Context: an optimization exercise on an open-source flow, tuned for a short achievable clock period and few clock cycles. The choices shown serve that exercise and are no tape-out recipe.
Only simulation tests tie the RTL to the original design; equivalence was not proved.
Power figures rest on the tool's default switching activity, not on a simulated workload.

### design.v
module ilc_frame_buffer (
    input  wire        clk,
    input  wire        rst,
    input  wire        cmd_valid,
    output wire        cmd_ready,
    input  wire [31:0] cmd,
    input  wire [31:0] arg,
    output reg         rsp_valid,
    output wire [31:0] rsp_result,
    output wire        tx_valid,
    input  wire        tx_ready,
    output wire [15:0] tx_data
);
    localparam integer CAP_WORDS      = 64;
    localparam [15:0]  TX_DATA_TAG    = 16'h0001;
    localparam [15:0]  CW_DELAY_BASE  = 16'hC000;
    localparam integer DELAY_ARG_BITS = 12;
    localparam [15:0]  CW_TRIGGER     = 16'hE000;
    localparam [15:0]  CW_EOF         = 16'hF000;
    localparam [15:0]  CW_TIMESTAMP   = 16'hD000;
    localparam [7:0] OP_WRITE_U8      = 8'h01;
    localparam [7:0] OP_WRITE_U16     = 8'h02;
    localparam [7:0] OP_WRITE_U32     = 8'h03;
    localparam [7:0] OP_WRITE_FLOAT   = 8'h04;
    localparam [7:0] OP_WRITE_WORD    = 8'h06;
    localparam [7:0] OP_WRITE_CRC     = 8'h07;
    localparam [7:0] OP_WRITE_DELAY   = 8'h08;
    localparam [7:0] OP_WRITE_TRIGGER = 8'h09;
    localparam [7:0] OP_MARK_EOF      = 8'h0A;
    localparam [7:0] OP_WRITE_TS      = 8'h0B;
    localparam [7:0] OP_MARK_SOF      = 8'h0C;
    localparam [7:0] OP_READ_U8       = 8'h10;
    localparam [7:0] OP_READ_U16      = 8'h11;
    localparam [7:0] OP_READ_U32      = 8'h12;
    localparam [7:0] OP_READ_FLOAT    = 8'h13;
    localparam [7:0] OP_READ_CRC      = 8'h15;
    localparam [7:0] OP_READ_WORD     = 8'h16;
    localparam [7:0] OP_GET_INDEX     = 8'h20;
    localparam [7:0] OP_SET_INDEX     = 8'h21;
    localparam [7:0] OP_SET_LENGTH    = 8'h22;
    localparam [7:0] OP_GET_LENGTH    = 8'h23;
    localparam [7:0] OP_CLEAR         = 8'h24;
    localparam [7:0] OP_COMPUTE_CRC   = 8'h25;
    localparam [7:0] OP_TX_SEND       = 8'h30;
    localparam [7:0] OP_READ_STATUS   = 8'h45;
    localparam [7:0] OP_READ_FAULTCMD = 8'h4A;
    localparam [3:0] F_BUFFER_OVERFLOW = 4'd1;
    localparam [3:0] F_READ_PAST_END   = 4'd2;
    localparam [3:0] F_ILLEGAL_COMMAND = 4'd4;
    localparam [2:0] S_IDLE   = 3'd0;
    localparam [2:0] S_DECODE = 3'd1;
    localparam [2:0] S_WRITE  = 3'd2;
    localparam [2:0] S_CRC    = 3'd3;
    localparam [2:0] S_READ   = 3'd4;
    localparam [2:0] S_TX     = 3'd5;
    localparam [2:0] S_DONE   = 3'd6;
    function [15:0] crc16_byte;
        input [15:0] c;
        input [7:0]  x;
        integer i;
        reg [15:0] r;
        begin
            r = c ^ {8'h00, x};
            for (i = 0; i < 8; i = i + 1)
                r = r[0] ? ((r >> 1) ^ 16'hA001) : (r >> 1);
            crc16_byte = r;
        end
    endfunction
    function [15:0] dw;
        input [7:0] x;
        begin
            dw = {7'b0, x, 1'b0} | TX_DATA_TAG;
        end
    endfunction
    reg [15:0] mem [0:CAP_WORDS-1];
    reg [6:0]  widx;
    reg [6:0]  ridx;
    reg [6:0]  len;
    reg [6:0]  fstart;
    reg [31:0] result;
    reg        fatal;
    reg [3:0]  fcause;
    reg [31:0] fcmd;
    reg [2:0]  state;
    reg [31:0] cmd_r;
    reg [31:0] arg_r;
    reg [15:0] wq0, wq1, wq2, wq3;    
    reg [2:0]  wcnt;                  
    reg [6:0]  ptr;                   
    reg [6:0]  cnt;                   
    reg [15:0] crc;
    reg [23:0] acc;    
    wire [7:0]  op  = cmd_r[31:24];
    wire [3:0]  buf_sel = cmd_r[23:20];
    wire [3:0]  sub = cmd_r[19:16];
    wire [15:0] imm = cmd_r[15:0];
    reg legal;
    always @(*) begin
        legal = 1'b0;
        if (buf_sel == 4'h0) begin
            case (op)
                OP_WRITE_U8, OP_WRITE_U16, OP_WRITE_U32, OP_WRITE_FLOAT,
                OP_WRITE_WORD, OP_WRITE_CRC, OP_WRITE_TRIGGER, OP_MARK_EOF,
                OP_WRITE_TS, OP_MARK_SOF, OP_READ_U8, OP_READ_U16,
                OP_READ_U32, OP_READ_FLOAT, OP_READ_CRC, OP_READ_WORD,
                OP_GET_LENGTH, OP_CLEAR, OP_TX_SEND, OP_READ_STATUS,
                OP_READ_FAULTCMD:
                    legal = (sub == 4'h0) && (imm == 16'h0000);
                OP_WRITE_DELAY:
                    legal = (sub == 4'h0) && (imm < (16'd1 << DELAY_ARG_BITS));
                OP_SET_LENGTH, OP_COMPUTE_CRC:
                    legal = (sub == 4'h0);
                OP_GET_INDEX:
                    legal = (sub[3:1] == 3'b000) && (imm == 16'h0000);
                OP_SET_INDEX:
                    legal = (sub[3:1] == 3'b000);
                default:
                    legal = 1'b0;
            endcase
        end
    end
    reg [2:0] nwords;
    always @(*) begin
        case (op)
            OP_WRITE_U16, OP_WRITE_CRC:     nwords = 3'd2;
            OP_WRITE_U32, OP_WRITE_FLOAT:   nwords = 3'd4;
            default:                        nwords = 3'd1;
        endcase
    end
    reg is_write, is_read;
    always @(*) begin
        is_write = (op == OP_WRITE_U8) || (op == OP_WRITE_U16) ||
                   (op == OP_WRITE_U32) || (op == OP_WRITE_FLOAT) ||
                   (op == OP_WRITE_WORD) || (op == OP_WRITE_CRC) ||
                   (op == OP_WRITE_DELAY) || (op == OP_WRITE_TRIGGER) ||
                   (op == OP_MARK_EOF) || (op == OP_WRITE_TS);
        is_read  = (op == OP_READ_U8) || (op == OP_READ_U16) ||
                   (op == OP_READ_U32) || (op == OP_READ_FLOAT) ||
                   (op == OP_READ_CRC) || (op == OP_READ_WORD);
    end
    wire [16:0] crc_end   = {1'b0, imm} + {1'b0, arg_r[15:0]};
    wire [7:0]  mem_byte  = mem[ptr[5:0]][8:1];
    wire [15:0] crc_next  = crc16_byte(crc, mem_byte);
    assign cmd_ready  = (state == S_IDLE) || (state == S_DONE);
    assign rsp_result = result;
    assign tx_valid   = (state == S_TX);
    assign tx_data    = mem[ptr[5:0]];
    task raise_fatal;
        input [3:0] cause;
        begin
            if (!fatal) begin
                fatal  <= 1'b1;
                fcause <= cause;
                fcmd   <= cmd_r;
            end
        end
    endtask
    always @(posedge clk) begin
        if (state == S_WRITE)
            mem[widx[5:0]] <= wq0;
    end
    always @(posedge clk) begin
        if (rst) begin
            state     <= S_IDLE;
            widx      <= 7'd0;
            ridx      <= 7'd0;
            len       <= 7'd0;
            fstart    <= 7'd0;
            result    <= 32'd0;
            fatal     <= 1'b0;
            fcause    <= 4'd0;
            fcmd      <= 32'd0;
            rsp_valid <= 1'b0;
            cmd_r     <= 32'd0;
            arg_r     <= 32'd0;
            wq0       <= 16'd0;
            wq1       <= 16'd0;
            wq2       <= 16'd0;
            wq3       <= 16'd0;
            wcnt      <= 3'd0;
            ptr       <= 7'd0;
            cnt       <= 7'd0;
            crc       <= 16'hFFFF;
            acc       <= 24'd0;
        end else begin
            rsp_valid <= 1'b0;
            case (state)
                S_IDLE: begin
                    if (cmd_valid) begin
                        cmd_r <= cmd;
                        arg_r <= arg;
                        state <= S_DECODE;
                    end
                end
                S_DECODE: begin
                    state <= S_DONE;
                    if (fatal) begin
                        if (legal && op == OP_READ_STATUS)
                            result <= {24'd0, fcause, 3'b000, fatal};
                        else if (legal && op == OP_READ_FAULTCMD)
                            result <= fcmd;
                    end else if (!legal) begin
                        raise_fatal(F_ILLEGAL_COMMAND);
                    end else if (is_write) begin
                        if ({1'b0, widx} + {4'd0, nwords} > CAP_WORDS) begin
                            raise_fatal(F_BUFFER_OVERFLOW);
                        end else begin
                            wcnt <= nwords;
                            case (op)
                                OP_WRITE_U8: begin
                                    wq0 <= dw(arg_r[7:0]);
                                end
                                OP_WRITE_U16: begin
                                    wq0 <= dw(arg_r[15:8]);
                                    wq1 <= dw(arg_r[7:0]);
                                end
                                OP_WRITE_U32, OP_WRITE_FLOAT: begin
                                    wq0 <= dw(arg_r[31:24]);
                                    wq1 <= dw(arg_r[23:16]);
                                    wq2 <= dw(arg_r[15:8]);
                                    wq3 <= dw(arg_r[7:0]);
                                end
                                OP_WRITE_WORD:    wq0 <= arg_r[15:0];
                                OP_WRITE_DELAY:   wq0 <= CW_DELAY_BASE | imm;
                                OP_WRITE_TRIGGER: wq0 <= CW_TRIGGER;
                                OP_MARK_EOF:      wq0 <= CW_EOF;
                                OP_WRITE_TS:      wq0 <= CW_TIMESTAMP;
                                default:          wq0 <= 16'd0;
                            endcase
                            if (op == OP_WRITE_CRC) begin
                                crc <= 16'hFFFF;
                                ptr <= fstart;
                                if (fstart < widx) begin
                                    cnt   <= widx - fstart;
                                    state <= S_CRC;
                                end else begin
                                    wq0   <= dw(8'hFF);
                                    wq1   <= dw(8'hFF);
                                    state <= S_WRITE;
                                end
                            end else begin
                                state <= S_WRITE;
                            end
                        end
                    end else if (is_read) begin
                        if ({1'b0, ridx} + {4'd0, (op == OP_READ_U32 || op == OP_READ_FLOAT) ? 3'd4 :
                                                  (op == OP_READ_U16 || op == OP_READ_CRC) ? 3'd2 : 3'd1}
                            > {1'b0, len}) begin
                            raise_fatal(F_READ_PAST_END);
                        end else begin
                            ptr   <= ridx;
                            cnt   <= (op == OP_READ_U32 || op == OP_READ_FLOAT) ? 7'd4 :
                                     (op == OP_READ_U16 || op == OP_READ_CRC) ? 7'd2 : 7'd1;
                            acc   <= 24'd0;
                            state <= S_READ;
                        end
                    end else begin
                        case (op)
                            OP_MARK_SOF:      fstart <= widx;
                            OP_GET_INDEX:     result <= {25'd0, sub[0] ? ridx : widx};
                            OP_SET_INDEX: begin
                                if (imm > CAP_WORDS)
                                    raise_fatal(F_BUFFER_OVERFLOW);
                                else if (sub[0])
                                    ridx <= imm[6:0];
                                else
                                    widx <= imm[6:0];
                            end
                            OP_SET_LENGTH: begin
                                if (imm > CAP_WORDS)
                                    raise_fatal(F_BUFFER_OVERFLOW);
                                else
                                    len <= imm[6:0];
                            end
                            OP_GET_LENGTH:    result <= {25'd0, len};
                            OP_CLEAR: begin
                                widx   <= 7'd0;
                                ridx   <= 7'd0;
                                len    <= 7'd0;
                                fstart <= 7'd0;
                            end
                            OP_COMPUTE_CRC: begin
                                if (crc_end > CAP_WORDS) begin
                                    raise_fatal(F_BUFFER_OVERFLOW);
                                end else if (arg_r[15:0] == 16'd0) begin
                                    result <= 32'h0000FFFF;
                                end else begin
                                    crc   <= 16'hFFFF;
                                    ptr   <= imm[6:0];
                                    cnt   <= arg_r[6:0];
                                    state <= S_CRC;
                                end
                            end
                            OP_TX_SEND: begin
                                ptr <= 7'd0;
                                cnt <= len;
                                if (len != 7'd0)
                                    state <= S_TX;
                            end
                            OP_READ_STATUS:   result <= {24'd0, fcause, 3'b000, fatal};
                            OP_READ_FAULTCMD: result <= fcmd;
                            default: ;
                        endcase
                    end
                end
                S_WRITE: begin
                    widx <= widx + 7'd1;
                    wq0  <= wq1;
                    wq1  <= wq2;
                    wq2  <= wq3;
                    wcnt <= wcnt - 3'd1;
                    if (wcnt == 3'd1)
                        state <= S_DONE;
                end
                S_CRC: begin
                    crc <= crc_next;
                    ptr <= ptr + 7'd1;
                    cnt <= cnt - 7'd1;
                    if (cnt == 7'd1) begin
                        if (op == OP_WRITE_CRC) begin
                            wq0   <= dw(crc_next[7:0]);
                            wq1   <= dw(crc_next[15:8]);
                            state <= S_WRITE;
                        end else begin
                            result <= {16'd0, crc_next};
                            state  <= S_DONE;
                        end
                    end
                end
                S_READ: begin
                    ptr <= ptr + 7'd1;
                    cnt <= cnt - 7'd1;
                    acc <= {acc[15:0], mem_byte};
                    if (cnt == 7'd1) begin
                        ridx  <= ptr + 7'd1;
                        state <= S_DONE;
                        case (op)
                            OP_READ_WORD: result <= {16'd0, mem[ptr[5:0]]};
                            OP_READ_CRC:  result <= {16'd0, mem_byte, acc[7:0]};
                            default:      result <= {acc[23:0], mem_byte};
                        endcase
                    end
                end
                S_TX: begin
                    if (tx_ready) begin
                        ptr <= ptr + 7'd1;
                        cnt <= cnt - 7'd1;
                        if (cnt == 7'd1)
                            state <= S_DONE;
                    end
                end
                S_DONE: begin
                    rsp_valid <= 1'b1;
                    state     <= S_IDLE;
                    if (cmd_valid) begin
                        cmd_r <= cmd;
                        arg_r <= arg;
                        state <= S_DECODE;
                    end
                end
                default: state <= S_IDLE;
            endcase
        end
    end
endmodule
### run.sh
#!/bin/bash
# synth_recipe.tcl (not shown) runs the flow's synth.tcl, then flattens the netlist and writes it again
# the make line also repeats each setting of config.mk as NAME=value (left out here)
make -C /OpenROAD-flow-scripts/flow DESIGN_CONFIG=/design/flow/config.mk WORK_HOME=/design/flow/orfs CLKGATE_MAP_FILE= SYNTH_SCRIPT=/design/flow/synth_recipe.tcl finish
### config.mk
export PLATFORM = sky130hd
export DESIGN_NAME = ilc_frame_buffer
export DESIGN_NICKNAME = ilc_frame_buffer
export VERILOG_FILES = /design/flow/design.v
export SDC_FILE = /design/flow/constraint.sdc
export NUM_CORES = 4
export LEC_CHECK = 0
export CAP_MARGIN = 20
export CORE_MARGIN = 2
export CORE_UTILIZATION = 40
export SLEW_MARGIN = 20
### constraint.sdc
create_clock -name core_clock -period 8.0 [get_ports {clk}]
set_input_delay 1.6000 -clock core_clock [delete_from_list [all_inputs] [get_ports {clk}]]
set_output_delay 1.6000 -clock core_clock [all_outputs]
set_load 0.01 [all_outputs]
==> impl_results.md <==
- Post-CTS resize count: 0
- Post-CTS setup buffers: 0
- Worst-Skew Late Latency: 0.78 ns
- Design Area, Final: roughly 63000 sq um
- Final hold violation count: 0
- Largest net degree at the start of global routing: 74
- Mapped Nets: 3725
- Pre-antenna DRT Iters: 6
- Pins over their slew limit: 0
- Most common cell after layout, fill and taps aside: edfxtp_1
- CTS clock-pin slew for the worst setup and hold paths: around 0.06 ns
- WS Path Type: reg2out
- Initial antenna violation count: 3
- Total wire length: 158 mm
- Synthesized area per cell: 15.1 sq um
- Dpl hpwl: 101 mm
- Post-layout min period: 6.42 ns
- Async SR Flop Fraction: 0%
- Via density per instance: 5.93
- Placed cell area: ~58000 sq um
- Most used flip-flop cell after synthesis: edfxtp_1
- Final period util: 80.3%
- Worst slew pin tran: 1.13 ns
- Hold Crit Class: reg2reg
- Status: complete, no violations
- IO Pins: 119
- Total Power: 19700 uW
- Origin of the critical flop-to-flop path: cmd_r[26]
- VDD IR max: 0.238 mV
- R2r setup slk: 1.77 ns
- Most frequent cells in the layout: edfxtp_1 (1024), nor2_1 (298), nand2_1 (297)
- Leak: 0.0202 uW
- Placer Congestion: 0.938
- Critical Path Sink: tx_data[10]
- Hold_buf cts: 0
- Yosys reg bits: 1301
- Area Growth Syn to Fin: 14.8%
- Final setup violation count: 0
- Reg2Reg Depth: 18
- Seq/Total Area, Yosys: 66.6%
- Die Area: 139000 sq um
- R2R Path End: wq1[11]
- Total track usage: 22.4%
- Post-route setup TNS: 0 ns
- Remaining antenna violation count: 0
- Total core area: approximately 140000 sq um
- Layout cells sized above 1: 18.3%
- Post-Layout Cell Count: 5672
- Site row count: between 100 and 150
- RSZ-0062 raised after global routing: false
- Layout Nets: 3898
- First-pass GRT wire length: 230 mm
- Die height: 373 um
- Die width: 373 um
- Dpl cells: approximately 5400
- Max Clock Skew: about 0.036 ns
- Starting DRT DRC Count: 4199
- Crit. End Element: primary output
- Yosys warns: 1
- Routed vias: 33700
- Gate Count Post-Synth: 3611
- Data arrival, critical path: 4.82 ns
- Critical Path RT: 6.40 ns
- Final Worst Setup Slack: 1.58 ns
- Cell area after synthesis: 54500 sq um
- Pwr Density: 315 nW/um^2
- Htree depth: 4
- CTS tree: done
- Routed WL per cell: 27.8 um
- Vias in the first global route: 32500
- Port buffer count: ~120
- Total CTS buffers: ~140
- Initial Utilization: between 40% and 50%
- Pre-CTS WS: 1.92 ns
- Post-synth EDFFs: 1024
- Root Driver: clkbuf_16
- CTS Buffer Depth: 3
- DRC: 0
- Grt total ovfl: 0
- Startpoint types: register
- Rel. slew slack: 22.7%
- Critical path peak fanout: 29
- Post-synthesis cell type count: 95
- Max-Cap Viols: 0
- Count of clock tree sinks: 1301
- Peak Freq: about 0.16 GHz
## kinds of logic after synthesis
family                   share of synthesized area (%)
flip-flops                                        66.6
XOR/XNOR                                         0.790
buffers and inverters                             2.40
multiplexers                                      13.5
AO/OA/AOI/OAI                                     8.70
AND/OR/NAND/NOR                                   6.83
adder cells (fa/ha/maj)                           1.11
## synth_stat cells (all sizes together) (21+ instances only)
| cell | number | share of area, % |
|---|---|---|
| nor2 | 326 | 2.3 |
| ha | 42 | 0.96 |
| a211oi | 48 | 0.67 |
| nor2b | 23 | 0.26 |
| o21ai | 70 | 0.64 |
| nand3 | 62 | 0.57 |
| a31oi | 25 | 0.31 |
| inv | 44 | 0.30 |
| mux4 | 264 | 11 |
| xnor2 | 25 | 0.46 |
| nand2 | 298 | 2.1 |
| buf | 86 | 1.1 |
| clkbuf | 142 | 0.98 |
| a221oi | 21 | 0.34 |
| dfxtp | 277 | 10 |
| nor3 | 34 | 0.31 |
| a22oi | 124 | 1.7 |
| mux2i | 133 | 2.5 |
| edfxtp | 1024 | 56 |
| a21oi | 232 | 2.2 |
## report_power, final
| group | switching, uW | internal, uW | total [uW] |
|---|---|---|---|
| Clock | 2750 | 3550 | 6310 |
| Sequential | 524 | 7820 | 8340 |
| Combinational | 3260 | 1800 | 5050 |
| Total | 6530 | 13200 | 19700 |
## final cells by class
cell class              count  area [sq um]
diodes                      1          2.50
clock buffers             166          3640
clock inverters            79           847
fillers                 11600         72700
inverters                  46           173
multi-input cells        2036         17000
flip-flops and latches   1301         36300
well taps                1781          2230
repair buffers            262          2320
## critical path, stage by stage, from the launching register on
cell and delay, ns:
dfxtp_4 0.74, buf_4 0.39, buf_4 0.41, mux4_2 0.57, mux4_2 0.63, mux4_2 0.69
clkdlybuf4s50_1 0.55
## sequential cells by signal, summed over array words and instances, names as in the netlist, named ones only
register / cells
mem: 1024
arg_r: 32
cmd_r: 32
fcmd: 32
result: 32
acc: 24
crc: 16
wq0: 16
wq1: 16
wq2: 9
wq3: 9
cnt: 7
fstart: 7
len: 7
ptr: 7
ridx: 7
widx: 7
fcause: 3
state: 3
wcnt: 3
fatal: 1
rsp_valid: 1
## stage by stage
stage	hold slack, ns	utilization (%)
after CTS	0.461	46.2
after global placement	0.439	42.9
after global routing	0.488	46.2
final	0.459	46.2
after detailed placement	0.445	42.9
after floorplan	0.430	-
## worst min-delay path by stage
stage                   start   endpoint  slack (ns)  cells past startpoint
floorplan             wq1[10]    wq1[10]        0.43                      1
global placement    fstart[6]  fstart[6]        0.44                      2
detailed placement    wq1[12]    wq1[12]        0.44                      1
CTS                 arg_r[28]  arg_r[28]        0.46                      2
global route        arg_r[25]  arg_r[25]        0.49                      2
finish              arg_r[28]  arg_r[28]        0.46                      2
## metal layers
layer | wire length, um | GRT usage, % | vias to the layer above | part of all wire [%]
met5 | 11 | 0 | - | 0.0070
met4 | 5230 | 8.00 | 2 | 3.3
met3 | 12800 | 3.93 | 265 | 8.1
met2 | 73900 | 35.2 | 1595 | 47
met1 | 65900 | 31.5 | 17300 | 42
li1 | - | - | 14500 | -
Testbench counts, summed over its fixed seeds: cycles 21,813.

==> afterwards: timing with drivers on the ports <==
The results above use ideal ports. As a check the final layout listed here was re-extracted and re-timed, cells and wires unchanged.
Step 1 sets driving cells, clkbuf_16 on the clock port and buf_2 on the other inputs (assumed; they add their load-dependent delay and slew).
Step 2, shift: input delay + t, output delay - t, t = (earliest + latest rising clock arrival at the registers) / 2. This alone moves slack from input paths to output paths.
Slacks: no drivers / after step 1 / after step 2; pairs: no drivers / after step 1.
t (ns): 0.846
slack for setup (ns): 1.575 / 1.497 / 1.773
worst setup path after step 2: register to register
After both steps setup and hold are still met in this run. For this run, drivers alone change the setup slack by -0.078 ns; drivers and shift together by +0.198 ns.
